From an optimization exercise on the open Yosys and OpenROAD flow, aimed at a short achievable clock period and few clock cycles; shortcuts taken in it are not production practice.
No run shown here included a check of the RTL's function; only the layout flow was run.
In runs 1 to 3 the design's own scripts or RTL, not TritonCTS, make the clock network.
No driver is modelled on the clock port, so clock power and skew are understated where the tree is cut down; a real chip needs a root buffer or a tree.
Power and IR drop assume default switching activity.

### design/flow/design.v
module ssq_symdec (
    input  wire        clk,
    input  wire        rst,
    input  wire        in_valid,
    output wire        in_ready,
    input  wire [7:0]  in_data,
    input  wire        in_last,
    output reg         out_valid,
    input  wire        out_ready,
    output reg  [7:0]  out_data,
    output reg         out_last,
    output reg  [1:0]  out_err,
    output reg  [15:0] out_err_pos,
    output reg  [7:0]  out_err_val,
    output reg  [2:0]  out_pad
);
    localparam ERR_NONE = 2'd0;
    localparam ERR_SDEC = 2'd1;
    localparam ERR_CDEC = 2'd2;
    localparam EV_NONE  = 2'd0;
    localparam EV_SDEC  = 2'd1;   
    localparam EV_CEND  = 2'd2;   
    localparam EV_CNEXT = 2'd3;   
    localparam BN     = 24;       
    localparam RDEPTH = 6;        
    localparam RQS    = RDEPTH + 1;   
    localparam IW     = 13;       
    localparam RW     = 26;       
    reg        in_ready_r;  
    reg        ir_n;        
    reg        c_v;
    reg [7:0]  c_data;
    reg        c_last;
    assign in_ready = in_ready_r;
    always @(posedge clk) begin
        c_v    <= in_valid && !ir_n && !rst;
        c_data <= in_data;
        c_last <= in_last;
    end
    wire [5:0] cls;         
    assign cls[0] = (c_data == 8'h2A);
    assign cls[1] = (c_data == 8'h25);
    assign cls[2] = (c_data == 8'h24);
    assign cls[3] = (c_data == 8'h23);
    assign cls[4] = (c_data == 8'h21);
    assign cls[5] = (c_data == 8'h26);
    reg [44:0] wn;
    reg [4:0]  pf_full;     
    reg [4:0]  pf_bad;      
    reg [4:0]  pf_bad2;     
    reg [24:0] pf_nph;      
    function automatic [83:0] pre;
        input [4:0] bits;
        input integer len;
        integer pp;
        reg [8:0] w;
        reg f, b1, b2;
        reg [4:0] n;
        reg [44:0] wv;
        reg [4:0] fv_, b1v, b2v;
        reg [24:0] nv;
        begin
            wv = 45'd0; fv_ = 5'd0; b1v = 5'd0; b2v = 5'd0; nv = 25'd0;
            for (pp = 0; pp < 5; pp = pp + 1) begin
                w  = {bits, 4'b0000} >> pp;
                f  = (pp + len >= 5);
                b1 = f && !w[4];
                b2 = f && w[4] && (pp + len >= 6) && !w[3];
                n  = 5'b00001 << (f ? pp + len - 5 : pp + len);
                wv[9*pp +: 9] = w;
                fv_[pp] = f;
                b1v[pp] = b1;
                b2v[pp] = b2;
                nv[5*pp +: 5] = n;
            end
            pre = {wv, fv_, b1v, b2v, nv};
        end
    endfunction
    wire [83:0] pre0 = pre(5'b10000, 1);   
    wire [83:0] pre1 = pre(5'b11000, 2);   
    wire [83:0] pre2 = pre(5'b11100, 3);   
    wire [83:0] pre3 = pre(5'b11110, 4);   
    wire [83:0] pre4 = pre(5'b11111, 5);   
    wire [83:0] pre5 = pre(5'b10100, 3);   
    wire [83:0] pre_sel = ({84{cls[0]}} & pre0) | ({84{cls[1]}} & pre1) |
                          ({84{cls[2]}} & pre2) | ({84{cls[3]}} & pre3) |
                          ({84{cls[4]}} & pre4) | ({84{cls[5]}} & pre5);
    reg        d_v;
    reg        d_ok;
    reg        d_last;
    reg [7:0]  d_char;
    reg [15:0] d_idx;
    reg [15:0] chr_idx;     
    reg [44:0] d_wn;
    reg [4:0]  d_full;
    reg [4:0]  d_bad;
    reg [4:0]  d_bad2;
    reg [24:0] d_nph;
    always @(posedge clk) begin
        {d_wn, d_full, d_bad, d_bad2, d_nph} <= pre_sel;
        d_ok   <= |cls;
        d_last <= c_last;
        d_char <= c_data;
        d_idx  <= chr_idx;
        if (rst) begin
            d_v     <= 1'b0;
            chr_idx <= 16'd0;
        end else begin
            d_v <= c_v;
            if (c_v)
                chr_idx <= c_last ? 16'd0 : chr_idx + 16'd1;
        end
    end
    reg [4:0]  ph;          
    reg [3:0]  pend;        
    reg        stop;        
    wire [8:0] s_wn  = (d_wn[8:0]   & {9{ph[0]}}) | (d_wn[17:9]  & {9{ph[1]}}) |
                       (d_wn[26:18] & {9{ph[2]}}) | (d_wn[35:27] & {9{ph[3]}}) |
                       (d_wn[44:36] & {9{ph[4]}});
    wire [4:0] s_nph = (d_nph[4:0]   & {5{ph[0]}}) | (d_nph[9:5]   & {5{ph[1]}}) |
                       (d_nph[14:10] & {5{ph[2]}}) | (d_nph[19:15] & {5{ph[3]}}) |
                       (d_nph[24:20] & {5{ph[4]}});
    wire       full = |(d_full & ph);
    wire       bad  = |(d_bad  & ph);
    wire       bad2 = |(d_bad2 & ph);
    wire [8:0] win    = {pend, 5'b00000} | s_wn;
    wire [3:0] pend_n = full ? win[3:0] : win[8:5];
    reg        o_v;
    reg        o_end;
    reg        o_blk_v;     
    reg [4:0]  o_blk;
    reg        o_rem_v;     
    reg [4:0]  o_rem_n;     
    reg [3:0]  o_rem;       
    reg [1:0]  o_ev;
    reg [15:0] o_idx;
    reg [7:0]  o_char;
    always @(posedge clk) begin
        o_end   <= d_last;
        o_blk   <= bad ? {1'b0, win[8:5]} : win[8:4];
        o_idx   <= d_idx;
        o_char  <= d_char;
        if (d_ok) begin
            o_rem_n <= s_nph;
            o_rem   <= pend_n;
        end else begin
            o_rem_n <= ph;
            o_rem   <= pend;
        end
        if (rst) begin
            ph      <= 5'b00001;
            pend    <= 4'd0;
            stop    <= 1'b0;
            o_v     <= 1'b0;
            o_blk_v <= 1'b0;
            o_rem_v <= 1'b0;
            o_ev    <= EV_NONE;
        end else begin
            o_v     <= d_v;
            o_blk_v <= 1'b0;
            o_rem_v <= 1'b0;
            o_ev    <= EV_NONE;
            if (d_v && !stop) begin
                if (!d_ok) begin
                    o_rem_v <= !ph[0];
                    o_ev    <= EV_SDEC;
                    stop    <= 1'b1;
                end else begin
                    o_blk_v <= full;
                    if (bad) begin
                        o_ev <= EV_CEND;
                        stop <= 1'b1;
                    end else if (bad2) begin
                        o_ev <= EV_CNEXT;
                        stop <= 1'b1;
                    end else begin
                        ph      <= s_nph;
                        pend    <= pend_n;
                        o_rem_v <= d_last && !s_nph[0];
                    end
                end
            end
            if (d_v && d_last) begin
                ph   <= 5'b00001;
                pend <= 4'd0;
                stop <= 1'b0;
            end
        end
    end
    reg [15:0] bcnt;        
    reg [15:0] bcnt1;       
    reg [1:0]  e_err;
    reg [15:0] e_x;
    reg [15:0] e_y;
    reg        e_cin;
    reg [7:0]  e_val;
    reg [4:0] rem_chunk;
    always @(*) begin
        case (1'b1)
            o_rem_n[1]: rem_chunk = {4'b0000, o_rem[3]};
            o_rem_n[2]: rem_chunk = {3'b000, o_rem[3:2]};
            o_rem_n[3]: rem_chunk = {2'b00, o_rem[3:1]};
            default:    rem_chunk = {1'b0, o_rem};
        endcase
    end
    wire        ev_new = (o_ev != EV_NONE);
    wire        ev_sd  = (o_ev == EV_SDEC);
    wire [1:0]  ev_err = ev_new ? (ev_sd ? ERR_SDEC : ERR_CDEC) : e_err;
    wire [15:0] ev_x   = ev_new ? (ev_sd ? 16'd0 : {bcnt1[13:0], 2'b00}) : e_x;
    wire [15:0] ev_y   = ev_new ? (ev_sd ? o_idx : bcnt) : e_y;
    wire        ev_cin = ev_new ? (o_ev == EV_CNEXT) : e_cin;
    wire [7:0]  ev_val = ev_new ? (ev_sd ? o_char : 8'h20) : e_val;
    reg          q_v;
    reg [IW-1:0] q_item;
    reg          q_rec_v;
    reg [1:0]    q_err;
    reg [15:0]   q_x;
    reg [15:0]   q_y;
    reg          q_cin;
    reg [7:0]    q_val;
    always @(posedge clk) begin
        q_item[12:11] <= {1'b0, o_blk_v} + {1'b0, o_rem_v};
        q_item[10:1]  <= o_blk_v ? (o_rem_v ? {o_blk, rem_chunk} : {o_blk, 5'b00000})
                                 : (o_rem_v ? {rem_chunk, 5'b00000} : 10'd0);
        q_item[0]     <= o_end;
        q_err         <= ev_err;
        q_x           <= ev_x;
        q_y           <= ev_y;
        q_cin         <= ev_cin;
        q_val         <= ev_val;
        if (rst) begin
            q_v     <= 1'b0;
            q_rec_v <= 1'b0;
            bcnt    <= 16'd0;
            bcnt1   <= 16'd1;
            e_err   <= ERR_NONE;
            e_x     <= 16'd0;
            e_y     <= 16'd0;
            e_cin   <= 1'b0;
            e_val   <= 8'd0;
        end else begin
            q_v     <= o_v && (o_blk_v || o_rem_v || o_end);
            q_rec_v <= o_v && o_end;
            if (o_v) begin
                if (o_end) begin
                    bcnt  <= 16'd0;
                    bcnt1 <= 16'd1;
                    e_err <= ERR_NONE;
                    e_x   <= 16'd0;
                    e_y   <= 16'd0;
                    e_cin <= 1'b0;
                    e_val <= 8'd0;
                end else begin
                    if (o_blk_v) begin
                        bcnt  <= bcnt1;
                        bcnt1 <= bcnt1 + 16'd1;
                    end
                    e_err <= ev_err;
                    e_x   <= ev_x;
                    e_y   <= ev_y;
                    e_cin <= ev_cin;
                    e_val <= ev_val;
                end
            end
        end
    end
    reg [6:0] lb;           
    reg [7:0] lc;           
    wire [1:0] i_n    = q_v ? q_item[12:11] : 2'd0;
    wire [9:0] i_bits = q_v ? q_item[10:1] : 10'd0;
    wire       i_end  = q_v && q_item[0];
    reg [16:0] st;          
    integer k;
    always @(*) begin
        st = {lb, 10'd0};
        for (k = 0; k < 8; k = k + 1)
            st = st | (({i_bits, 7'd0} >> k) & {17{lc[k]}});
    end
    wire [2:0] sf = i_n[1] ? (|lc[7:6] ? 3'b100 : 3'b010) :
                    i_n[0] ? (|lc[7:3] ? 3'b010 : 3'b001) : 3'b001;
    wire [7:0] sr = i_n[1] ? {lc[5:0], lc[7:6]} :
                    i_n[0] ? {lc[2:0], lc[7:3]} : lc;
    wire [7:0] byte0 = st[16:9];
    wire [7:0] byte1 = st[8:1];
    wire [7:0] byte2 = {st[0], 7'd0};
    wire [7:0] part  = sf[0] ? byte0 : sf[1] ? byte1 : byte2;    
    wire [6:0] left  = sf[0] ? st[16:10] : sf[1] ? st[8:2] : {st[0], 6'd0};
    reg [2:0] pad;          
    always @(*) begin
        case (1'b1)
            sr[1]:   pad = 3'd7;
            sr[2]:   pad = 3'd6;
            sr[3]:   pad = 3'd5;
            sr[4]:   pad = 3'd4;
            sr[5]:   pad = 3'd3;
            sr[6]:   pad = 3'd2;
            sr[7]:   pad = 3'd1;
            default: pad = 3'd0;
        endcase
    end
    wire       has_part = i_end && !sr[0];
    wire [8:0] b_end    = {1'b1, 5'd0, pad};
    wire [8:0] b_part   = {1'b0, part};
    wire [8:0] bt0 = !sf[0] ? {1'b0, byte0} : has_part ? b_part : b_end;
    wire [8:0] bt1 = sf[2]  ? {1'b0, byte1} : (sf[1] && has_part) ? b_part : b_end;
    wire [8:0] bt2 = (sf[2] && has_part) ? b_part : b_end;
    wire [8:0] bt3 = b_end;
    wire [4:0] nb;
    assign nb[0] = sf[0] && !i_end;
    assign nb[1] = (sf[1] && !i_end) || (sf[0] && i_end && !has_part);
    assign nb[2] = (sf[2] && !i_end) || (sf[1] && i_end && !has_part) || (sf[0] && has_part);
    assign nb[3] = (sf[2] && i_end && !has_part) || (sf[1] && has_part);
    assign nb[4] = sf[2] && has_part;
    reg [8:0] w0, w1, w2, w3;
    reg [4:0] wcnt;         
    always @(posedge clk) begin
        w0 <= bt0;
        w1 <= bt1;
        w2 <= bt2;
        w3 <= bt3;
        if (rst)
            wcnt <= 5'b00001;
        else
            wcnt <= nb;
        if (rst) begin
            lb <= 7'd0;
            lc <= 8'b00000001;
        end else if (i_end) begin
            lb <= 7'd0;
            lc <= 8'b00000001;
        end else begin
            lb <= left;
            lc <= sr;
        end
    end
    reg [8:0]    bq [0:BN-1];
    reg [BN-1:0] b_wp;
    reg [BN-1:0] b_rp;
    reg [BN-1:0] b_cnt;     
    wire         b_rd;      
    integer m;
    always @(posedge clk) begin
        for (m = 0; m < BN; m = m + 1) begin
            if (!wcnt[0]) begin
                if (b_wp[m])
                    bq[m] <= w0;
                else if (b_wp[(m + BN - 1) % BN] && !wcnt[1])
                    bq[m] <= w1;
                else if (b_wp[(m + BN - 2) % BN] && (wcnt[3] | wcnt[4]))
                    bq[m] <= w2;
                else if (b_wp[(m + BN - 3) % BN] && wcnt[4])
                    bq[m] <= w3;
            end
        end
    end
    wire [BN-1:0] b_cnt_w = wcnt[1] ? {b_cnt[BN-2:0], 1'b1} :
                            wcnt[2] ? {b_cnt[BN-3:0], 2'b11} :
                            wcnt[3] ? {b_cnt[BN-4:0], 3'b111} :
                            wcnt[4] ? {b_cnt[BN-5:0], 4'b1111} : b_cnt;
    always @(posedge clk) begin
        if (rst) begin
            b_wp  <= {{(BN-1){1'b0}}, 1'b1};
            b_rp  <= {{(BN-1){1'b0}}, 1'b1};
            b_cnt <= {BN{1'b0}};
        end else begin
            b_wp <= wcnt[1] ? {b_wp[BN-2:0], b_wp[BN-1]} :
                    wcnt[2] ? {b_wp[BN-3:0], b_wp[BN-1:BN-2]} :
                    wcnt[3] ? {b_wp[BN-4:0], b_wp[BN-1:BN-3]} :
                    wcnt[4] ? {b_wp[BN-5:0], b_wp[BN-1:BN-4]} : b_wp;
            if (b_rd)
                b_rp <= {b_rp[BN-2:0], b_rp[BN-1]};
            b_cnt <= b_rd ? {1'b0, b_cnt_w[BN-1:1]} : b_cnt_w;
        end
    end
    reg [8:0] b_head;       
    always @(*) begin
        b_head = 9'd0;
        for (m = 0; m < BN; m = m + 1)
            b_head = b_head | (bq[m] & {9{b_rp[m]}});
    end
    reg          q2_rec_v;
    reg [1:0]    q2_err;
    reg [7:0]    q2_lo;
    reg          q2_c;
    reg [7:0]    q2_xh;
    reg [7:0]    q2_yh;
    reg [7:0]    q2_val;
    reg          q3_rec_v;
    reg [RW-1:0] q3_rec;
    wire [8:0] q_lo = {1'b0, q_x[7:0]} + {1'b0, q_y[7:0]} + {8'd0, q_cin};
    always @(posedge clk) begin
        q2_err  <= q_err;
        q2_lo   <= q_lo[7:0];
        q2_c    <= q_lo[8];
        q2_xh   <= q_x[15:8];
        q2_yh   <= q_y[15:8];
        q2_val  <= q_val;
        q3_rec  <= {q2_err, q2_xh + q2_yh + {7'd0, q2_c}, q2_lo, q2_val};
        if (rst) begin
            q2_rec_v <= 1'b0;
            q3_rec_v <= 1'b0;
        end else begin
            q2_rec_v <= q_rec_v;
            q3_rec_v <= q2_rec_v;
        end
    end
    reg [RW-1:0]  rq [0:RQS-1];
    reg [RQS-1:0] rq_wp;    
    reg [RQS-1:0] rq_rp;    
    reg [RW-1:0]  r_head;   
    reg [RDEPTH:0] r_cnt;   
    reg           r_w;      
    wire          r_rd;     
    reg [RW-1:0] r_cur;
    reg [RW-1:0] r_nxt;
    integer j;
    always @(*) begin
        r_cur = {RW{1'b0}};
        r_nxt = {RW{1'b0}};
        for (j = 0; j < RQS; j = j + 1) begin
            r_cur = r_cur | (rq[j] & {RW{rq_rp[j]}});
            r_nxt = r_nxt | (rq[(j + 1) % RQS] & {RW{rq_rp[j]}});
        end
    end
    always @(posedge clk) begin
        for (j = 0; j < RQS; j = j + 1)
            if (rq_wp[j])
                rq[j] <= q3_rec;
        r_head <= r_rd ? r_nxt : r_cur;
        if (rst) begin
            rq_wp <= {{(RQS-1){1'b0}}, 1'b1};
            rq_rp <= {{(RQS-1){1'b0}}, 1'b1};
            r_cnt <= {(RDEPTH+1){1'b0}};
            r_w   <= 1'b0;
        end else begin
            if (q3_rec_v)
                rq_wp <= {rq_wp[RQS-2:0], rq_wp[RQS-1]};
            if (r_rd)
                rq_rp <= {rq_rp[RQS-2:0], rq_rp[RQS-1]};
            r_w <= q3_rec_v;
            if (r_w && !r_rd)
                r_cnt <= {r_cnt[RDEPTH-1:0], 1'b1};
            else if (r_rd && !r_w)
                r_cnt <= {1'b0, r_cnt[RDEPTH:1]};
        end
    end
    reg [RDEPTH-1:0] msgs;
    wire msg_in = c_v && c_last;
    always @(posedge clk) begin
        if (rst)
            msgs <= {RDEPTH{1'b0}};
        else if (msg_in && !r_rd)
            msgs <= {msgs[RDEPTH-2:0], 1'b1};
        else if (r_rd && !msg_in)
            msgs <= {1'b0, msgs[RDEPTH-1:1]};
    end
    always @(posedge clk) begin
        if (rst) begin
            in_ready_r <= 1'b1;
            ir_n       <= 1'b0;
        end else begin
            in_ready_r <= !b_cnt[BN - 16] && !msgs[RDEPTH - 3];
            ir_n       <= b_cnt[BN - 16] || msgs[RDEPTH - 3];
        end
    end
    reg        ov_n;        
    reg [37:0] o_n;         
    wire out_free = ov_n || out_ready;
    wire can  = b_cnt[0] && (!b_head[8] || r_cnt[0]);
    assign b_rd = out_free && can;
    assign r_rd = b_rd && b_head[8];
    wire        h_last = b_head[8];
    wire [37:0] o_new  = {h_last,
                          h_last ? 8'd0 : b_head[7:0],
                          h_last ? r_head : {RW{1'b0}},
                          h_last ? b_head[2:0] : 3'd0};
    wire [37:0] o_next = out_free ? o_new : ~o_n;
    wire        ov_next = out_free ? can : 1'b1;
    always @(posedge clk) begin
        if (rst) begin
            out_valid <= 1'b0;
            ov_n      <= 1'b1;
        end else begin
            out_valid <= ov_next;
            ov_n      <= !ov_next;
        end
        {out_last, out_data, out_err, out_err_pos, out_err_val, out_pad} <= o_next;
        o_n <= ~o_next;
    end
endmodule
### design/flow/flow/cts.tcl
utl::set_metrics_stage "cts__{}"
source $::env(SCRIPTS_DIR)/load.tcl
source $::env(SCRIPTS_DIR)/lec_check.tcl
erase_non_stage_variables cts
load_design 3_place.odb 3_place.sdc
source_step_tcl PRE CTS

# Clone clock tree inverters next to register loads
# so cts does not try to buffer the inverted clocks.
repair_clock_inverters

proc save_progress { stage } {
  puts "Run 'make gui_$stage.odb' to load progress snapshot"
  orfs_write_db $::env(RESULTS_DIR)/$stage.odb
  orfs_write_sdc $::env(RESULTS_DIR)/$stage.sdc
}

# Run CTS
set cts_args [list \
  -sink_clustering_enable \
  -repair_clock_nets]

append_env_var cts_args CTS_BUF_DISTANCE -distance_between_buffers 1
append_env_var cts_args CTS_CLUSTER_SIZE -sink_clustering_size 1
append_env_var cts_args CTS_CLUSTER_DIAMETER -sink_clustering_max_diameter 1
append_env_var cts_args CTS_BUF_LIST -buf_list 1
append_env_var cts_args CTS_LIB_NAME -library 1


if { [env_var_exists_and_non_empty CTS_ARGS] } {
  set cts_args $::env(CTS_ARGS)
}

set_dont_use $::env(DONT_USE_CELLS)

# A two-level clock tree instead of clock_tree_synthesis: the clock port
# drives 4 root buffers, each drives the leaf buffers of its quarter of the
# die, and each leaf buffer drives about 25 flip-flops.
source $::env(FLOW_TREE_TCL)
build_clock_tree clk 4 25 sky130_fd_sc_hd__clkbuf_16

utl::push_metrics_stage "cts__{}__pre_repair_timing"
log_cmd estimate_parasitics -placement
if { $::env(DETAILED_METRICS) } {
  report_metrics 4 "cts pre-repair-timing"
}
utl::pop_metrics_stage

set_placement_padding -global \
  -left $::env(CELL_PAD_IN_SITES_DETAIL_PLACEMENT) \
  -right $::env(CELL_PAD_IN_SITES_DETAIL_PLACEMENT)

set result [catch { detailed_placement } msg]
if { $result != 0 } {
  save_progress 4_1_error
  error "Detailed placement failed in CTS: $msg"
}

log_cmd estimate_parasitics -placement

if { $::env(CTS_SNAPSHOTS) } {
  save_progress 4_1_pre_repair_hold_setup
}

if { !$::env(SKIP_CTS_REPAIR_TIMING) } {
  if { $::env(EQUIVALENCE_CHECK) } {
    write_eqy_verilog 4_before_rsz.v
  }
  if { $::env(LEC_CHECK) } {
    write_lec_verilog 4_before_rsz_lec.v
  }

  repair_timing_helper

  if { $::env(EQUIVALENCE_CHECK) } {
    run_equivalence_test
  }
  if { $::env(LEC_CHECK) } {
    write_lec_verilog 4_after_rsz_lec.v
    run_lec_test 4_rsz 4_before_rsz_lec.v 4_after_rsz_lec.v
  }

  set result [catch { detailed_placement } msg]
  if { $result != 0 } {
    save_progress 4_1_error
    error "Detailed placement failed in CTS: $msg"
  }

  check_placement -verbose
}

report_metrics 4 "cts final"

source_step_tcl POST CTS

orfs_write_db $::env(RESULTS_DIR)/4_1_cts.odb
orfs_write_sdc $::env(RESULTS_DIR)/4_cts.sdc
### design/flow/constraint.sdc
create_clock -name core_clock -period 5.0 [get_ports {clk}]
set_input_delay 1.0000 -clock core_clock [delete_from_list [all_inputs] [get_ports {clk}]]
set_output_delay 1.0000 -clock core_clock [all_outputs]
set_load 0.01 [all_outputs]
### design/flow/flow/tree.tcl
# Two-level clock tree: the clock port drives NROOT root buffers, each root
# buffer drives the leaf buffers of its part of the die, and each leaf buffer
# drives a cluster of about LEAF_SIZE flip-flop clock pins.
proc build_clock_tree { clk_net_name nroot leaf_size buf_master } {
  set block [ord::get_db_block]
  set db [ord::get_db]
  set master [$db findMaster $buf_master]
  set clk_net [$block findNet $clk_net_name]

  # sinks: every clock pin on the clock net
  set sinks {}
  foreach it [$clk_net getITerms] {
    set inst [$it getInst]
    set bb [$inst getBBox]
    set x [expr {([$bb xMin] + [$bb xMax]) / 2}]
    set y [expr {([$bb yMin] + [$bb yMax]) / 2}]
    lappend sinks [list $it $x $y]
  }
  set n [llength $sinks]
  set k [expr {max(1, int(ceil(double($n) / $leaf_size)))}]
  # round the leaf count up to a multiple of the root count
  set k [expr {int(ceil(double($k) / $nroot)) * $nroot}]
  puts "clock tree: $n sinks, $k leaf buffers, $nroot root buffers"

  # k-means with capacity: seed on a grid sorted by x then y
  set sorted [lsort -real -index 1 $sinks]
  set cent {}
  for {set c 0} {$c < $k} {incr c} {
    set s [lindex $sorted [expr {int(($c + 0.5) * $n / $k)}]]
    lappend cent [list [lindex $s 1] [lindex $s 2]]
  }
  set cap [expr {int(ceil(double($n) / $k)) + 2}]
  for {set iter 0} {$iter < 30} {incr iter} {
    # assign: each sink to its nearest centre with room, sinks in order of
    # how much they lose by not getting their nearest centre
    set cnt [lrepeat $k 0]
    set assign [lrepeat $n -1]
    set order {}
    for {set i 0} {$i < $n} {incr i} {
      set s [lindex $sinks $i]
      set ds {}
      for {set c 0} {$c < $k} {incr c} {
        set ce [lindex $cent $c]
        lappend ds [list $c [expr {abs([lindex $s 1] - [lindex $ce 0]) + abs([lindex $s 2] - [lindex $ce 1])}]]
      }
      set ds [lsort -real -index 1 $ds]
      lappend order [list $i [expr {[lindex $ds end 1] - [lindex $ds 0 1]}] $ds]
    }
    foreach o [lsort -real -decreasing -index 1 $order] {
      set i [lindex $o 0]
      foreach d [lindex $o 2] {
        set c [lindex $d 0]
        if {[lindex $cnt $c] < $cap} {
          lset cnt $c [expr {[lindex $cnt $c] + 1}]
          lset assign $i $c
          break
        }
      }
    }
    set sx [lrepeat $k 0.0]
    set sy [lrepeat $k 0.0]
    for {set i 0} {$i < $n} {incr i} {
      set c [lindex $assign $i]
      set s [lindex $sinks $i]
      lset sx $c [expr {[lindex $sx $c] + [lindex $s 1]}]
      lset sy $c [expr {[lindex $sy $c] + [lindex $s 2]}]
    }
    for {set c 0} {$c < $k} {incr c} {
      if {[lindex $cnt $c] > 0} {
        lset cent $c [list [expr {[lindex $sx $c] / [lindex $cnt $c]}] [expr {[lindex $sy $c] / [lindex $cnt $c]}]]
      }
    }
  }

  # group leaf centres for the root buffers the same way: sort by x, split
  # into column halves, then by y
  set leaves {}
  for {set c 0} {$c < $k} {incr c} { lappend leaves [list $c {*}[lindex $cent $c]] }
  set groups {}
  if {$nroot == 4} {
    set byx [lsort -real -index 1 $leaves]
    set half [expr {$k / 2}]
    foreach part [list [lrange $byx 0 [expr {$half - 1}]] [lrange $byx $half end]] {
      set byy [lsort -real -index 2 $part]
      set h2 [expr {[llength $byy] / 2}]
      lappend groups [lrange $byy 0 [expr {$h2 - 1}]] [lrange $byy $h2 end]
    }
  } elseif {$nroot == 2} {
    set byx [lsort -real -index 1 $leaves]
    set half [expr {$k / 2}]
    lappend groups [lrange $byx 0 [expr {$half - 1}]] [lrange $byx $half end]
  } else {
    lappend groups $leaves
  }

  # build
  set r 0
  foreach g $groups {
    set gx 0.0; set gy 0.0
    foreach l $g { set gx [expr {$gx + [lindex $l 1]}]; set gy [expr {$gy + [lindex $l 2]}] }
    set gx [expr {int($gx / [llength $g])}]
    set gy [expr {int($gy / [llength $g])}]
    set rinst [odb::dbInst_create $block $master "clkroot_$r"]
    $rinst setLocation $gx $gy
    $rinst setPlacementStatus PLACED
    set rnet [odb::dbNet_create $block "clknet_root_$r"]
    $rnet setSigType CLOCK
    [$rinst findITerm A] connect $clk_net
    [$rinst findITerm X] connect $rnet
    foreach l $g {
      set c [lindex $l 0]
      set linst [odb::dbInst_create $block $master "clkleaf_$c"]
      $linst setLocation [expr {int([lindex $l 1])}] [expr {int([lindex $l 2])}]
      $linst setPlacementStatus PLACED
      set lnet [odb::dbNet_create $block "clknet_leaf_$c"]
      $lnet setSigType CLOCK
      [$linst findITerm A] connect $rnet
      [$linst findITerm X] connect $lnet
    }
    incr r
  }
  for {set i 0} {$i < $n} {incr i} {
    set it [lindex [lindex $sinks $i] 0]
    set c [lindex $assign $i]
    set lnet [$block findNet "clknet_leaf_$c"]
    $it disconnect
    $it connect $lnet
  }
}
### design/flow/config.mk
export PLATFORM = sky130hd
export DESIGN_NAME = ssq_symdec
export DESIGN_NICKNAME = ssq_symdec
export VERILOG_FILES = /design/flow/design.v
export SDC_FILE = /design/flow/constraint.sdc
export NUM_CORES = 4
export LEC_CHECK = 0
export CAP_MARGIN = 20
export CORE_MARGIN = 2
export CORE_UTILIZATION = 50
export SETUP_SLACK_MARGIN = 3.4
export SLEW_MARGIN = 20
### design/flow/flow/run.sh
#!/bin/bash
# Standard layout, except that:
#  - the port buffers are buf_4 (the resizer sizes them later), and
#  - the clock tree is built by flow/tree.tcl (a two-level tree of clkbuf_16)
#    in place of clock_tree_synthesis.
# Each step's output goes to a log file of its own in this folder.
set -euo pipefail
here=$(pwd)
ports="BUFFER_PORTS_ARGS=-buffer_cell sky130_fd_sc_hd__buf_4"

bash standard.sh synth > log_1_synth.txt 2>&1
bash standard.sh "$ports" place > log_2_place.txt 2>&1

# ORFS's scripts with cts.tcl swapped for ours, used for the CTS step only
rm -rf "$here/cts_scripts"
cp -r "$FLOW_HOME/scripts" "$here/cts_scripts"
cp "$here/flow/cts.tcl" "$here/cts_scripts/cts.tcl"
FLOW_TREE_TCL="$here/flow/tree.tcl" bash standard.sh "$ports" do-4_1_cts do-4_cts \
  SCRIPTS_DIR="$here/cts_scripts" > log_3_cts.txt 2>&1

bash standard.sh "$ports" finish > log_4_finish.txt 2>&1
### design/flow/standard.sh
#!/bin/bash
# synth_recipe.tcl (not shown) runs the flow's synth.tcl, then flattens the netlist and writes it again
# the make line also repeats each setting of config.mk as NAME=value (left out here)
make -C /OpenROAD-flow-scripts/flow DESIGN_CONFIG=/design/flow/config.mk WORK_HOME=/design/flow/orfs CLKGATE_MAP_FILE= SYNTH_SCRIPT=/design/flow/synth_recipe.tcl "${@:-finish}"
==> flow_summary.json, run 1 <==
{
  "status": "no timing/DRC/antenna violations",
  "grt_max_degree": 59,
  "synth_edf_count": 398,
  "setup_tns_ps": 0,
  "internal-power_uw": 9810,
  "floorplan.initialDensity_pct": 50.6,
  "grt_overflow_total": 0,
  "cp-start-kind": "flop",
  "finalSetupViolCount": 0,
  "critical_path.cell_chain": "a22oi_2 -> nand2_2 -> nor4_4 -> buf_4 -> o211ai_1 -> buf_4 -> buf_4 -> clkbuf_16 -> mux2i_1",
  "min_period_ps": 2280,
  "seq_power_share_pct": 66.5,
  "drive_gt1_share_pct": 33.4,
  "drtIter0Drc": 4185,
  "crit_path_max_incr_delay_ps": 420,
  "dr.pass1.iters": 9,
  "path_max_fanout": 11,
  "multi_input_area_um2": 21200,
  "final_cell_mix": "484 x nand2_1, 416 x dfxtp_1, 398 x edfxtp_1",
  "dr_total_vias": 35500,
  "die_y_um": 293,
  "fin_skew_ps": 63.6,
  "max_freq_mhz": 439,
  "row_count": 105,
  "dp_hpwl_um": 77300,
  "cts_hold_buf": 0,
  "worst_pin_slew_ps": 1310,
  "min_period_over_period_pct": 45.6,
  "synthToLayoutAreaGrowth_pct": 27.6,
  "vias_per_cell": 6.46,
  "p_per_area_nw_per_um2": 232,
  "p_leak_uw": 0.0178,
  "drc": 0,
  "crit_top_cell": "buf_4",
  "grtUsageTotal_pct": 32.2,
  "path_clk_slew_ps": 110,
  "routed_wl_um": 147000,
  "hold_viol": 0,
  "end_kind": "flop",
  "place.gp.congestion": 1.06,
  "synth_cell_types": 68,
  "cap_violations": 0,
  "synth.cell_area_um2": 41700,
  "ir_drop_v": 0.000226,
  "antenna_found_initial": 6,
  "syn_avg_cell_area_um2": 9.54,
  "arrival_ps": 2610,
  "synthArstFlopShare_pct": 0,
  "criticalPathCategory": "flop to flop",
  "wl_per_cell_um": 26.7,
  "grt_setup_unrepaired": "true",
  "grt_pass1_wl_um": 209000,
  "port_buffers": 52,
  "ioPinCount": 53,
  "cpMaxStageDelayCell": "dfxtp_4",
  "final-seq-area_um2": 23600,
  "combPwrFrac_pct": 1.7,
  "dieArea_um2": 85700,
  "seq_area_frac_synth_pct": 55.9,
  "ys_seq_elements": 965,
  "p_sw_uw": 2510,
  "synth_cells": 4367,
  "yosysWarnings": 3,
  "nFillCells": 6310,
  "synthFlopType": "dfxtp_1",
  "grt_pass1_vias": 32000,
  "hold_path_class": "flop to flop",
  "r2r_slack_ps": 2720,
  "max-slew-margin-rel_pct": 12.8,
  "post-route-util_pct": 64.6,
  "ant_nets": 0,
  "p_clk_share_pct": 31.8,
  "clk_latency_ps": 470,
  "nets": 4460,
  "layout_commonest_cell": "nand2_1",
  "required_ps": 5330,
  "p_sw_share_pct": 20.3,
  "die_width_um": 293,
  "finalMaxSlewViolations": 0,
  "core_area_um2": 82400
}
==> Yosys cell counts, types with 45 or more instances <==
master / n / area share (%)
nand2_1: 622 / 5.6
dfxtp_1: 567 / 27
a21oi_1: 488 / 5.9
edfxtp_1: 398 / 29
clkbuf_1: 355 / 3.2
nor2_1: 309 / 2.8
o21ai_0: 292 / 3.5
a22oi_1: 202 / 3.6
mux2i_1: 137 / 3.3
and3_1: 130 / 2.0
inv_1: 89 / 0.80
nor2b_1: 84 / 1.3
nand3_1: 66 / 0.79
a222oi_1: 63 / 1.5
a31oi_1: 58 / 0.87
a22o_1: 45 / 0.95
==> timing repair <==
action	in CTS	in global routing
endpoints found under the hold margin	0	0
cloned	48	12
pin swaps	247	360
endpoints found under the setup margin	836	780
gates resized for setup	705	662
setup buffers	164	86
==> layer usage <==
layer	up-vias	part of all wire, %	routed length (µm)	GRT usage, %
met1	16900	40	58200	45.4
met3	583	12	17700	7.18
met5	-	0.029	42	0
met4	6	5.4	7960	12.2
met2	2287	43	62600	48.3
li1	15800	-	-	-
==> cells by family after synthesis <==
group                    Yosys count  share of synthesized area [%]
AND/OR/NAND/NOR                 1402                           15.3
AO/OA/AOI/OAI                   1297                           19.2
flip-flops                       965                           55.9
buffers and inverters            502                           4.71
multiplexers                     143                           3.45
XOR/XNOR                          36                          0.756
adder cells (fa/ha/maj)           21                          0.702
other                              1                        0.00900
==> through the flow <==
| stage | power [µW] | cells | cell area (µm²) | hold slack [ps] | worst slack, ps |
|---|---|---|---|---|---|
| floorplan | 8460 | 4370 | 42700 | 310 | 2930 |
| global placement | 8500 | 5139 | 43000 | 310 | 2020 |
| detailed placement | 8500 | 5140 | 43000 | 312 | 1970 |
| CTS | 11500 | 5396 | 49500 | 312 | 2670 |
| global route | 12600 | 5494 | 53200 | 321 | 2710 |
| finish | 12300 | 5496 | 53200 | 317 | 2720 |
==> worst max-delay path: cells and delay by family, from the launching register on <==
family | cells | cell delay (ps)
DFF | 1 | 420
AOI/OAI and AO/OA | 2 | 350
buffers and inverters | 4 | 780
and+or+nand+nor | 2 | 480
muxes | 1 | 100
==> power by group through the flow <==
| stage | clock (µW) | sequential (µW) | combinational (µW) |
|---|---|---|---|
| floorplan | 0 | 8360 | 101 |
| global placement | 0 | 8390 | 115 |
| detailed placement | 0 | 8380 | 116 |
| CTS | 2950 | 8380 | 191 |
| global route | 4220 | 8190 | 218 |
| finish | 3920 | 8190 | 207 |
==> registers in the layout (all words and copies together) (netlist names), 24 cells and up <==
register / flops
b_wp: 24
rq: 182
o_n: 38
q3_rec: 26
b_cnt: 24
b_rp: 24
bq: 216
r_head: 26
==> path summary, 6_finish.rpt <==
path / from / to / depth (start not counted)
setup / recovery: b_rp[5] / b_cnt[13] / 9
hold / removal: d_idx[12] / o_idx[12] / 0
setup reg to reg: b_rp[5] / b_cnt[13] / 9
hold reg to reg: d_idx[12] / o_idx[12] / 0
==> area by class of cell <==
type,count,share of cell area [%]
sequential,965,44.4
multi-input combinational,2914,39.9
timing repair buffer,412,10.5
tap,1070,2.52
buffer,44,2.07
inverter,89,0.628
antenna,2,0.00941
==> inputs of run 2 (changes only) <==
--- a/design/flow/flow/run.sh
+++ b/design/flow/flow/run.sh
@@ -1,7 +1,7 @@
 #!/bin/bash
 # Standard layout, except that:
 #  - the port buffers are buf_4 (the resizer sizes them later), and
-#  - the clock tree is built by flow/tree.tcl (a two-level tree of clkbuf_16)
+#  - the clock tree is built by flow/tree.tcl (a two-level tree of clkinv_16)
 #    in place of clock_tree_synthesis.
 # Each step's output goes to a log file of its own in this folder.
 set -euo pipefail
--- a/design/flow/flow/cts.tcl
+++ b/design/flow/flow/cts.tcl
@@ -34,10 +34,10 @@
 set_dont_use $::env(DONT_USE_CELLS)
 
 # A two-level clock tree instead of clock_tree_synthesis: the clock port
-# drives 4 root buffers, each drives the leaf buffers of its quarter of the
-# die, and each leaf buffer drives about 25 flip-flops.
+# drives 4 root inverters, each drives the leaf inverters of its quarter of
+# the die, and each leaf inverter drives about 35 flip-flops.
 source $::env(FLOW_TREE_TCL)
-build_clock_tree clk 4 25 sky130_fd_sc_hd__clkbuf_16
+build_clock_tree clk 4 35 sky130_fd_sc_hd__clkinv_16 sky130_fd_sc_hd__clkinv_16
 
 utl::push_metrics_stage "cts__{}__pre_repair_timing"
 log_cmd estimate_parasitics -placement
--- a/design/flow/flow/tree.tcl
+++ b/design/flow/flow/tree.tcl
@@ -1,10 +1,16 @@
-# Two-level clock tree: the clock port drives NROOT root buffers, each root
-# buffer drives the leaf buffers of its part of the die, and each leaf buffer
-# drives a cluster of about LEAF_SIZE flip-flop clock pins.
-proc build_clock_tree { clk_net_name nroot leaf_size buf_master } {
+# Two-level clock tree: the clock port drives NROOT root cells, each root
+# cell drives the leaf cells of its part of the die, and each leaf cell
+# drives a cluster of about LEAF_SIZE flip-flop clock pins. The cells are
+# buffers, or inverters (two levels of inverters keep the clock's polarity).
+proc build_clock_tree { clk_net_name nroot leaf_size buf_master {leaf_master ""} } {
   set block [ord::get_db_block]
   set db [ord::get_db]
   set master [$db findMaster $buf_master]
+  if {$leaf_master eq ""} { set leaf_master $buf_master }
+  set lmaster [$db findMaster $leaf_master]
+  # output pin: X for buffers, Y for inverters
+  set rout [expr {[string match *inv* $buf_master] ? "Y" : "X"}]
+  set lout [expr {[string match *inv* $leaf_master] ? "Y" : "X"}]
   set clk_net [$block findNet $clk_net_name]
 
   # sinks: every clock pin on the clock net
@@ -106,16 +112,16 @@
     set rnet [odb::dbNet_create $block "clknet_root_$r"]
     $rnet setSigType CLOCK
     [$rinst findITerm A] connect $clk_net
-    [$rinst findITerm X] connect $rnet
+    [$rinst findITerm $rout] connect $rnet
     foreach l $g {
       set c [lindex $l 0]
-      set linst [odb::dbInst_create $block $master "clkleaf_$c"]
+      set linst [odb::dbInst_create $block $lmaster "clkleaf_$c"]
       $linst setLocation [expr {int([lindex $l 1])}] [expr {int([lindex $l 2])}]
       $linst setPlacementStatus PLACED
       set lnet [odb::dbNet_create $block "clknet_leaf_$c"]
       $lnet setSigType CLOCK
       [$linst findITerm A] connect $rnet
-      [$linst findITerm X] connect $lnet
+      [$linst findITerm $lout] connect $lnet
     }
     incr r
   }
==> run 2 against run 1 <==
Final cell count decreased by 0.11%. Design area down 0.44%. Critical path type unchanged. Worst setup slack worse by 8.2 ps.
==> flow_summary.json, run 2 <==
{
  "synthFlopType": "dfxtp_1",
  "p_sw_uw": 2970,
  "min_from": "d_idx[8]",
  "rr_startpoint": "b_rp[2]",
  "drive_gt1_share_pct": 33.4,
  "ir_drop_v": 0.000371,
  "synth.most_common_cell": "nand2_1",
  "dieArea_um2": 85700,
  "critical_path.cell_chain": "buf_8 -> a22oi_2 -> nand2_2 -> buf_6 -> or4_4 -> buf_4 -> nand2_4 -> nand2_1 -> a21oi_2",
  "floorplan.initialDensity_pct": 50.6,
  "met1_usage_pct": 45.7,
  "antenna_found_initial": 3,
  "dpl_cell_area_um2": 43000,
  "seq_power_share_pct": 70.2,
  "arrival_ps": 2560,
  "combPwrFrac_pct": 1.7,
  "ys_seq_elements": 965,
  "grt_pass1_wl_um": 208000,
  "cap_violations": 0,
  "hold_viol": 0,
  "final_cell_mix": "487 x nand2_1, 419 x dfxtp_1, 398 x edfxtp_1",
  "die_width_um": 293,
  "synth.cell_area_um2": 41700,
  "synthToLayoutAreaGrowth_pct": 27.0,
  "hold_path_class": "flop to flop",
  "die_y_um": 293,
  "ant_nets": 0,
  "p_clk_share_pct": 28.0,
  "place.gp.congestion": 1.06,
  "yosysWarnings": 3,
  "synth_cells": 4367,
  "grt_busiest_layer": "met2",
  "whs_ps": 334,
  "worst_pin_slew_ps": 1310,
  "max_freq_mhz": 437,
  "path_clk_slew_ps": 110,
  "met3_usage_pct": 5.95,
  "routed_wl_um": 146000,
  "yosysTopAreaCell": "edfxtp_1",
  "syn_avg_cell_area_um2": 9.54,
  "use_met2_pct": 47.6,
  "synth_top_area_share_pct": 28.7,
  "p_leak_uw": 0.0176,
  "fin_skew_ps": 36.1,
  "drtIter0Drc": 4655,
  "largest_register_ffs": 216,
  "synth_edf_count": 398,
  "finalInstanceArea_um2": 52900,
  "internal-power_uw": 8700,
  "dr.pass1.iters": 6,
  "required_ps": 5270,
  "nets": 4455,
  "max-slew-margin-rel_pct": 12.6,
  "seq_area_frac_synth_pct": 55.9,
  "cp_top_family": "simple AND/OR/NAND/NOR gates",
  "row_count": 105,
  "crit_start": "b_rp[2]",
  "core_area_um2": 82400,
  "synthArstFlopShare_pct": 0,
  "grt_overflow_total": 0,
  "drc": 0,
  "nFillCells": 6340,
  "pre_cts_slack_ps": 1970,
  "grt_setup_unrepaired": "true",
  "vias_per_cell": 6.46,
  "grtUsageTotal_pct": 31.9,
  "grt_pass1_vias": 31900,
  "wl_per_cell_um": 26.7,
  "clk_latency_ps": 340,
  "p_sw_share_pct": 25.4,
  "setup_tns_ps": 0,
  "dp_hpwl_um": 77300,
  "end_kind": "flop",
  "synth_cell_types": 68,
  "p_per_area_nw_per_um2": 220,
  "path_max_fanout": 8,
  "crit_path_max_incr_delay_ps": 670,
  "cp-start-kind": "flop",
  "min_period_ps": 2290,
  "worst_slack_ps": 2710,
  "port_buffers": 52,
  "grt_max_degree": 62,
  "status": "no timing/DRC/antenna violations",
  "criticalPathCategory": "flop to flop",
  "finalMaxSlewViolations": 0,
  "synth.top_cells.by_count": "622 x nand2_1, 567 x dfxtp_1, 488 x a21oi_1, 398 x edfxtp_1, 355 x clkbuf_1",
  "top_regs": "bq (216), rq (182), o_n (38)",
  "dr_total_vias": 35500,
  "finalSetupViolCount": 0,
  "cpMaxStageDelayCell": "or4_4",
  "min_period_over_period_pct": 45.8,
  "top_register": "bq",
  "timing.critical_path.buf_inv": 3,
  "ioPinCount": 53,
  "yosys-top-cells-area": "edfxtp_1 29%, dfxtp_1 27%, a21oi_1 5.9%",
  "layout_commonest_cell": "nand2_1",
  "cts_hold_buf": 0
}
[run 2: worst paths after layout]
check             slack, ps  cells past startpoint       end
hold reg to reg         330                      0  o_idx[8]
setup / recovery       2710                      9  rq_rp[2]
setup reg to reg       2710                      9  rq_rp[2]
hold / removal          330                      0  o_idx[8]
[run 2: per-stage QoR]
| stage | std cells | total power (µW) | utilization, % |
|---|---|---|---|
| 2_1_floorplan | 4370 | 8460 | - |
| 3_3_place_gp | 5139 | 8500 | 52.2 |
| 5_1_grt | 5489 | 12000 | 64.3 |
| 3_5_place_dp | 5140 | 8500 | 52.2 |
| 6_report | 5490 | 11700 | 64.3 |
| 4_1_cts | 5382 | 11100 | 59.9 |
[run 2: final cells by class]
type	count	area (µm²)	share of cell area (%)
timing repair buffer	419	5580	10.5
inverter	121	1290	2.45
antenna	1	2.50	0.00473
multi-input combinational	2914	21100	39.9
sequential	965	23600	44.6
tap	1070	1340	2.53
[run 2: power groups by stage]
stage	Sequential (µW)	Clock, µW	Combinational, µW
floorplan	8360	0	101
global placement	8390	0	115
detailed placement	8380	0	116
CTS	8380	2520	189
global route	8200	3610	214
finish	8200	3270	203
[run 2: per-layer routing]
layer  vias up  share of wire, %
met2      2289                42
li1      15700                 -
met5         -            0.0096
met1     16900                39
met4         2               6.0
met3       561                12
[run 2: logic make-up after synthesis]
logic type | after synthesis | synth area share (%)
XOR/XNOR | 36 | 0.756
adder cells (fa/ha/maj) | 21 | 0.702
buffers and inverters | 502 | 4.71
AND/OR/NAND/NOR | 1402 | 15.3
other | 1 | 0.00900
multiplexers | 143 | 3.45
flip-flops | 965 | 55.9
AO/OA/AOI/OAI | 1297 | 19.2
[run 2: repair_timing]
action                     CTS  global route
resized for setup          705           652
setup endpoints to repair  850           761
pin swaps                  243           351
cloned                      47             9
setup buffers              163            98
==> inputs of run 3 (changes only) <==
--- a/design/flow/design.v
+++ b/design/flow/design.v
@@ -187,12 +187,10 @@
             end
         end
     end
-    reg [15:0] bcnt;        
-    reg [15:0] bcnt1;       
-    reg [1:0]  e_err;
-    reg [15:0] e_x;
-    reg [15:0] e_y;
-    reg        e_cin;
+    reg [15:0] p4;
+    reg [15:0] p5;
+    reg [1:0]  e_err;       
+    reg [15:0] e_pos;
     reg [7:0]  e_val;
     reg [4:0] rem_chunk;
     always @(*) begin
@@ -203,62 +201,52 @@
             default:    rem_chunk = {1'b0, o_rem};
         endcase
     end
-    wire        ev_new = (o_ev != EV_NONE);
-    wire        ev_sd  = (o_ev == EV_SDEC);
-    wire [1:0]  ev_err = ev_new ? (ev_sd ? ERR_SDEC : ERR_CDEC) : e_err;
-    wire [15:0] ev_x   = ev_new ? (ev_sd ? 16'd0 : {bcnt1[13:0], 2'b00}) : e_x;
-    wire [15:0] ev_y   = ev_new ? (ev_sd ? o_idx : bcnt) : e_y;
-    wire        ev_cin = ev_new ? (o_ev == EV_CNEXT) : e_cin;
-    wire [7:0]  ev_val = ev_new ? (ev_sd ? o_char : 8'h20) : e_val;
+    reg [1:0]  ev_err;
+    reg [15:0] ev_pos;
+    reg [7:0]  ev_val;
+    always @(*) begin
+        case (o_ev)
+            EV_SDEC:  begin ev_err = ERR_SDEC; ev_pos = o_idx; ev_val = o_char; end
+            EV_CEND:  begin ev_err = ERR_CDEC; ev_pos = p4;    ev_val = 8'h20;  end
+            EV_CNEXT: begin ev_err = ERR_CDEC; ev_pos = p5;    ev_val = 8'h20;  end
+            default:  begin ev_err = e_err;    ev_pos = e_pos; ev_val = e_val;  end
+        endcase
+    end
     reg          q_v;
     reg [IW-1:0] q_item;
     reg          q_rec_v;
-    reg [1:0]    q_err;
-    reg [15:0]   q_x;
-    reg [15:0]   q_y;
-    reg          q_cin;
-    reg [7:0]    q_val;
+    reg [RW-1:0] q_rec;
     always @(posedge clk) begin
         q_item[12:11] <= {1'b0, o_blk_v} + {1'b0, o_rem_v};
         q_item[10:1]  <= o_blk_v ? (o_rem_v ? {o_blk, rem_chunk} : {o_blk, 5'b00000})
                                  : (o_rem_v ? {rem_chunk, 5'b00000} : 10'd0);
         q_item[0]     <= o_end;
-        q_err         <= ev_err;
-        q_x           <= ev_x;
-        q_y           <= ev_y;
-        q_cin         <= ev_cin;
-        q_val         <= ev_val;
+        q_rec         <= {ev_err, ev_pos, ev_val};
         if (rst) begin
             q_v     <= 1'b0;
             q_rec_v <= 1'b0;
-            bcnt    <= 16'd0;
-            bcnt1   <= 16'd1;
+            p4      <= 16'd4;
+            p5      <= 16'd5;
             e_err   <= ERR_NONE;
-            e_x     <= 16'd0;
-            e_y     <= 16'd0;
-            e_cin   <= 1'b0;
+            e_pos   <= 16'd0;
             e_val   <= 8'd0;
         end else begin
             q_v     <= o_v && (o_blk_v || o_rem_v || o_end);
             q_rec_v <= o_v && o_end;
             if (o_v) begin
                 if (o_end) begin
-                    bcnt  <= 16'd0;
-                    bcnt1 <= 16'd1;
+                    p4    <= 16'd4;
+                    p5    <= 16'd5;
                     e_err <= ERR_NONE;
-                    e_x   <= 16'd0;
-                    e_y   <= 16'd0;
-                    e_cin <= 1'b0;
+                    e_pos <= 16'd0;
                     e_val <= 8'd0;
                 end else begin
                     if (o_blk_v) begin
-                        bcnt  <= bcnt1;
-                        bcnt1 <= bcnt1 + 16'd1;
+                        p4 <= p4 + 16'd5;
+                        p5 <= p5 + 16'd5;
                     end
                     e_err <= ev_err;
-                    e_x   <= ev_x;
-                    e_y   <= ev_y;
-                    e_cin <= ev_cin;
+                    e_pos <= ev_pos;
                     e_val <= ev_val;
                 end
             end
@@ -378,38 +366,10 @@
         for (m = 0; m < BN; m = m + 1)
             b_head = b_head | (bq[m] & {9{b_rp[m]}});
     end
-    reg          q2_rec_v;
-    reg [1:0]    q2_err;
-    reg [7:0]    q2_lo;
-    reg          q2_c;
-    reg [7:0]    q2_xh;
-    reg [7:0]    q2_yh;
-    reg [7:0]    q2_val;
-    reg          q3_rec_v;
-    reg [RW-1:0] q3_rec;
-    wire [8:0] q_lo = {1'b0, q_x[7:0]} + {1'b0, q_y[7:0]} + {8'd0, q_cin};
-    always @(posedge clk) begin
-        q2_err  <= q_err;
-        q2_lo   <= q_lo[7:0];
-        q2_c    <= q_lo[8];
-        q2_xh   <= q_x[15:8];
-        q2_yh   <= q_y[15:8];
-        q2_val  <= q_val;
-        q3_rec  <= {q2_err, q2_xh + q2_yh + {7'd0, q2_c}, q2_lo, q2_val};
-        if (rst) begin
-            q2_rec_v <= 1'b0;
-            q3_rec_v <= 1'b0;
-        end else begin
-            q2_rec_v <= q_rec_v;
-            q3_rec_v <= q2_rec_v;
-        end
-    end
     reg [RW-1:0]  rq [0:RQS-1];
     reg [RQS-1:0] rq_wp;    
     reg [RQS-1:0] rq_rp;    
     reg [RW-1:0]  r_head;   
-    reg [RDEPTH:0] r_cnt;   
-    reg           r_w;      
     wire          r_rd;     
     reg [RW-1:0] r_cur;
     reg [RW-1:0] r_nxt;
@@ -425,23 +385,16 @@
     always @(posedge clk) begin
         for (j = 0; j < RQS; j = j + 1)
             if (rq_wp[j])
-                rq[j] <= q3_rec;
+                rq[j] <= q_rec;
         r_head <= r_rd ? r_nxt : r_cur;
         if (rst) begin
             rq_wp <= {{(RQS-1){1'b0}}, 1'b1};
             rq_rp <= {{(RQS-1){1'b0}}, 1'b1};
-            r_cnt <= {(RDEPTH+1){1'b0}};
-            r_w   <= 1'b0;
         end else begin
-            if (q3_rec_v)
+            if (q_rec_v)
                 rq_wp <= {rq_wp[RQS-2:0], rq_wp[RQS-1]};
             if (r_rd)
                 rq_rp <= {rq_rp[RQS-2:0], rq_rp[RQS-1]};
-            r_w <= q3_rec_v;
-            if (r_w && !r_rd)
-                r_cnt <= {r_cnt[RDEPTH-1:0], 1'b1};
-            else if (r_rd && !r_w)
-                r_cnt <= {1'b0, r_cnt[RDEPTH:1]};
         end
     end
     reg [RDEPTH-1:0] msgs;
@@ -466,7 +419,7 @@
     reg        ov_n;        
     reg [37:0] o_n;         
     wire out_free = ov_n || out_ready;
-    wire can  = b_cnt[0] && (!b_head[8] || r_cnt[0]);
+    wire can  = b_cnt[0];
     assign b_rd = out_free && can;
     assign r_rd = b_rd && b_head[8];
     wire        h_last = b_head[8];
==> run 3 against run 2 <==
Synthesized area down 6.4%. Core utilization rose by 1.3 points. Design area is 4.2% lower. Via count down 3.1%. Critical endpoint is now out_data[7]. Largest cell class unchanged.
==> flow_summary.json, run 3 <==
{
  "synth.most_common_cell": "edfxtp_1",
  "pre_cts_slack_ps": 2080,
  "required_ps": 5200,
  "ys_seq_elements": 860,
  "nFillCells": 5724,
  "cts_hold_buf": 0,
  "yosys-top-cells-area": "edfxtp_1 33%, dfxtp_1 22%, mux2i_1 5.0%",
  "floorplan.initialDensity_pct": 50.5,
  "synthFlopType": "edfxtp_1",
  "dp_hpwl_um": 79000,
  "grt_pass1_vias": 30900,
  "p_per_area_nw_per_um2": 212,
  "layout_commonest_cell": "edfxtp_1",
  "synthArstFlopShare_pct": 0,
  "finalMaxSlewViolations": 0,
  "max-slew-margin-rel_pct": 4.84,
  "end_kind": "flop",
  "top_register": "bq",
  "synth_cells": 3889,
  "max_freq_mhz": 461,
  "nets": 4073,
  "ioPinCount": 53,
  "synth_cell_types": 70,
  "place_inst": 4672,
  "yosysWarnings": 3,
  "whs_ps": 311,
  "hold_viol": 0,
  "p_total_uw": 10800,
  "worst_slack_ps": 2830,
  "synth_edf_count": 435,
  "wl_per_cell_um": 29.5,
  "setup_tns_ps": 0,
  "yosysTopAreaCell": "edfxtp_1",
  "drtIter0Drc": 5682,
  "path_max_fanout": 2,
  "cpMaxStageDelayCell": "a22oi_1",
  "synth_top_area_share_pct": 33.5,
  "ant_nets": 0,
  "grtUsageTotal_pct": 34.7,
  "dr.pass1.iters": 10,
  "crit_path_max_incr_delay_ps": 620,
  "cap_violations": 0,
  "grt_overflow_total": 0,
  "dieArea_um2": 80300,
  "grt_setup_unrepaired": "true",
  "row_count": 102,
  "grt_max_degree": 53,
  "drive_gt1_share_pct": 33.2,
  "finalSetupViolCount": 0,
  "ir_drop_v": 0.000344,
  "antenna_found_initial": 3,
  "top_regs": "bq (216), rq (182)",
  "min_period_over_period_pct": 43.4,
  "drc": 0,
  "syn_avg_cell_area_um2": 10.0,
  "clk_latency_ps": 340,
  "routed_wl_um": 150000,
  "dr_total_vias": 34400,
  "die_width_um": 283,
  "multi_input_area_um2": 19800,
  "status": "no timing/DRC/antenna violations",
  "final_cell_mix": "435 x edfxtp_1, 327 x nand2_1, 292 x dfxtp_1",
  "fin_skew_ps": 47.6,
  "p_leak_uw": 0.0173,
  "criticalPathCategory": "flop to flop",
  "synthToLayoutAreaGrowth_pct": 30.0,
  "fin_cells": 5095,
  "min_period_ps": 2170,
  "final-seq-area_um2": 21800,
  "seq_area_frac_synth_pct": 55.3,
  "critical_path.cell_chain": "a22oi_1 -> nand4_1 -> o31ai_2 -> mux2i_1",
  "worst_pin_slew_ps": 1430,
  "core_area_um2": 77300,
  "hold_path_class": "flop to flop",
  "cp-start-kind": "flop",
  "synth.cell_area_um2": 39000,
  "die_y_um": 283,
  "grt_pass1_wl_um": 210000,
  "port_buffers": 52,
  "vias_per_cell": 6.74,
  "synth.top_cells.by_count": "435 x edfxtp_1, 425 x dfxtp_1, 412 x nand2_1, 318 x clkbuf_1, 302 x a21oi_1",
  "path_clk_slew_ps": 100,
  "arrival_ps": 2370,
  "place.gp.congestion": 1.02,
  "largest_register_ffs": 216
}
[run 3: changes by cell type after synthesis, moves of 27 or more]
cell	change
nand2b_1	-36
o22ai_1	-27
nand2_1	-210
a21oi_1	-186
or3_1	+29
mux2i_1	+57
inv_1	-68
edfxtp_1	+37
o21ai_1	+177
dfxtp_1	-142
o21ai_0	-119
a211oi_1	+60
clkbuf_1	-37
[run 3: final cells by class]
| cell class | count | share of cell area (%) |
|---|---|---|
| Timing Repair Buffer | 483 | 13.1 |
| Timing Repair inverter | 2 | 0.0616 |
| Inverter | 57 | 2.16 |
| Tap cell | 1040 | 2.56 |
| Multi-Input combinational cell | 2651 | 39.1 |
| Antenna cell | 2 | 0.00986 |
| Sequential cell | 860 | 43.0 |
[run 3: repair_timing]
action	4_1_cts	5_1_grt
cloned	66	16
endpoints found under the setup margin	829	781
gates resized for setup	713	600
pin swaps	278	292
setup buffers	204	103
[run 3: logic make-up after synthesis]
group	share of synthesized area (%)
XOR/XNOR	0.898
flip-flops	55.3
multiplexers	6.07
other	0.00961
AO/OA/AOI/OAI	19.4
adder cells (fa/ha/maj)	0.160
buffers and inverters	4.16
AND/OR/NAND/NOR	14.0
[run 3: worst max-delay path: cells and delay by family, from the launching register on]
family | cells | cell delay (ps)
AOI/OAI and AO/OA | 2 | 980
DFF | 1 | 480
muxes | 1 | 150
and+or+nand+nor | 1 | 440
[run 3: routing by layer]
layer,wire (µm),track usage (%)
met5,0,0
met4,8050,13.6
met3,20800,8.93
met2,63500,50.8
met1,57700,49.1
[run 3: worst paths after layout]
| check | from | end | slack, ps | cells past startpoint |
|---|---|---|---|---|
| max reg2reg | bq[0][7] | out_data[7] | 2830 | 4 |
| max | bq[0][7] | out_data[7] | 2830 | 4 |
| min reg2reg | d_char[1] | o_char[1] | 310 | 0 |
| min | d_char[1] | o_char[1] | 310 | 0 |
[run 3: metrics by stage]
step           instance area (µm²)  utilization (%)
5_1_grt                      50700             65.6
3_3_place_gp                 40400             52.2
4_1_cts                      47300             61.2
3_5_place_dp                 40400             52.2
2_1_floorplan                39900                -
6_report                     50700             65.6
[run 3: report_power, final]
group,internal [µW],switching [µW]
sequential,7360,41.9
combinational,113,168
clock,466,2600
total,7940,2810
==> inputs of run 4 (changes only) <==
--- a/design/flow/design.v
+++ b/design/flow/design.v
@@ -326,21 +326,26 @@
     reg [BN-1:0] b_rp;
     reg [BN-1:0] b_cnt;     
     wire         b_rd;      
+    reg [9*BN-1:0] bq_next;   
     integer m;
-    always @(posedge clk) begin
+    always @(*) begin
         for (m = 0; m < BN; m = m + 1) begin
+            bq_next[9*m +: 9] = bq[m];
             if (!wcnt[0]) begin
                 if (b_wp[m])
-                    bq[m] <= w0;
+                    bq_next[9*m +: 9] = w0;
                 else if (b_wp[(m + BN - 1) % BN] && !wcnt[1])
-                    bq[m] <= w1;
+                    bq_next[9*m +: 9] = w1;
                 else if (b_wp[(m + BN - 2) % BN] && (wcnt[3] | wcnt[4]))
-                    bq[m] <= w2;
+                    bq_next[9*m +: 9] = w2;
                 else if (b_wp[(m + BN - 3) % BN] && wcnt[4])
-                    bq[m] <= w3;
+                    bq_next[9*m +: 9] = w3;
             end
         end
     end
+    always @(posedge clk)
+        for (m = 0; m < BN; m = m + 1)
+            bq[m] <= bq_next[9*m +: 9];
     wire [BN-1:0] b_cnt_w = wcnt[1] ? {b_cnt[BN-2:0], 1'b1} :
                             wcnt[2] ? {b_cnt[BN-3:0], 2'b11} :
                             wcnt[3] ? {b_cnt[BN-4:0], 3'b111} :
@@ -360,12 +365,19 @@
             b_cnt <= b_rd ? {1'b0, b_cnt_w[BN-1:1]} : b_cnt_w;
         end
     end
-    reg [8:0] b_head;       
+    reg [8:0] b_head;
+    reg [8:0] hd_stay;      
+    reg [8:0] hd_move;      
     always @(*) begin
-        b_head = 9'd0;
-        for (m = 0; m < BN; m = m + 1)
-            b_head = b_head | (bq[m] & {9{b_rp[m]}});
+        hd_stay = 9'd0;
+        hd_move = 9'd0;
+        for (m = 0; m < BN; m = m + 1) begin
+            hd_stay = hd_stay | (bq_next[9*m +: 9] & {9{b_rp[m]}});
+            hd_move = hd_move | (bq_next[9*((m + 1) % BN) +: 9] & {9{b_rp[m]}});
+        end
     end
+    always @(posedge clk)
+        b_head <= b_rd ? hd_move : hd_stay;
     reg [RW-1:0]  rq [0:RQS-1];
     reg [RQS-1:0] rq_wp;    
     reg [RQS-1:0] rq_rp;    
==> run 4 against run 3 <==
Synthesized cell count grew 41%. Synthesized area grew 18%. The run now fails in 5_1_grt.
==> flow_summary.json, run 4 <==
{
  "synth_cells": 5474,
  "grt_overflow_total": 2,
  "ioPinCount": 53,
  "grtUsageTotal_pct": 64.0,
  "place.gp.congestion": 1.24,
  "die_y_um": 307,
  "synth_cell_types": 102,
  "grt_max_degree": 95,
  "yosysWarnings": 3,
  "synth.top_cells.by_count": "687 x dfxtp_1, 562 x nand2_1, 526 x a21oi_1, 439 x nor2_1, 353 x clkbuf_1",
  "seq_area_frac_synth_pct": 41.7,
  "synth.cell_area_um2": 46000,
  "syn_avg_cell_area_um2": 8.41,
  "status": "aborted with a tool error",
  "die_width_um": 307,
  "floorplan.initialDensity_pct": 50.3,
  "dp_hpwl_um": 174000,
  "synth_top_area_share_pct": 29.9,
  "yosys-top-cells-area": "dfxtp_1 30%, edfxtp_1 12%, a21oi_1 5.7%",
  "failed_stage": "5_1_grt",
  "row_count": 111,
  "pre_cts_slack_ps": 1380,
  "ys_seq_elements": 869,
  "synth.most_common_cell": "dfxtp_1",
  "yosysTopAreaCell": "dfxtp_1",
  "port_buffers": 52,
  "dpl_cell_area_um2": 48800,
  "place_inst": 6391,
  "cts_hold_buf": 0,
  "synthFlopType": "dfxtp_1",
  "synthArstFlopShare_pct": 0,
  "toolErrorMsg": "[ERROR GRT-0232] Routing congestion too high. Check the congestion heatmap in the GUI.",
  "synth_edf_count": 182
}
## run 4: changes by cell type after synthesis, moves of 130 or more
cell      previous run  this run
a21oi_1            302       526
o21ai_1            183        11
edfxtp_1           435       182
dfxtp_1            425       687
nor2_1             299       439
nand2_1            412       562
o21ai_0            173       303
## run 4: metrics by stage
step | hold slack [ps] | utilization [%]
after CTS | 312 | 66.3
after detailed placement | 312 | 53.4
after global placement | 312 | 53.3
after floorplan | 310 | -
## run 4: cells by family after synthesis
logic type | share of synthesized area (%)
AOI/OAI and AO/OA | 30.5
xor gates and xnor gates | 0.628
adders and majority gates | 0.163
buffers and inverters | 6.28
other | 0.00815
muxes | 3.24
and+or+nand+nor | 17.4
DFF | 41.7
## run 4: per-layer routing
| metal | track usage (%) | GRT overflow |
|---|---|---|
| met5 | 33.0 | 0 |
| met4 | 48.5 | 0 |
| met3 | 49.3 | 2 |
| met2 | 76.5 | 0 |
| met1 | 71.4 | 0 |
## run 4: how the worst max path moves through the flow
stage | to | slack [ps] | depth (start not counted) | from
3_5_place_dp | b_head[5] | 1380 | 10 | out_ready
3_3_place_gp | b_head[5] | 1330 | 10 | out_ready
4_1_cts | b_head[1] | 1910 | 8 | out_ready
2_1_floorplan | b_head[1] | 2090 | 8 | out_ready
## run 4: power groups by stage
stage | combinational (µW) | sequential, µW | clock [µW]
floorplan | 542 | 7580 | 0
global placement | 716 | 7670 | 0
detailed placement | 718 | 7670 | 0
CTS | 926 | 7670 | 2410
## run 4: timing repair
| action | in CTS |
|---|---|
| pin swaps | 340 |
| gates cloned | 63 |
| setup buffers | 478 |
| resized for setup | 1211 |
| endpoints found under the setup margin | 591 |

-- afterwards: timing with drivers on the ports --
The flow's constraints put no driver on any port. The routed layouts listed below were extracted and timed again, unchanged, in two steps.
Step 1 assumes that a clkbuf_16 drives the clock port and a buf_2 every other input.
Step 2 times the ports against the registers' clock, not the clock port: input delays grow and output delays shrink by t, the midpoint of the rising clock arrivals with the driver on.
Three values: ideal ports, drivers, drivers and shift; two values: the first two.
run	t, ns	slack for setup (ns)	worst register clock-pin slew, ns
run 1	0.583	2.720 / 2.721 / 2.580	0.12 / 0.12
run 2	0.615	2.712 / 2.711 / 2.578	0.12 / 0.12
run 3	0.600	2.829 / 2.828 / 2.567	0.11 / 0.11
After both steps every run listed still meets setup and hold. The setup slack of run 3, which loses most, moves by -0.001 ns with the drivers and by -0.262 ns with both steps.
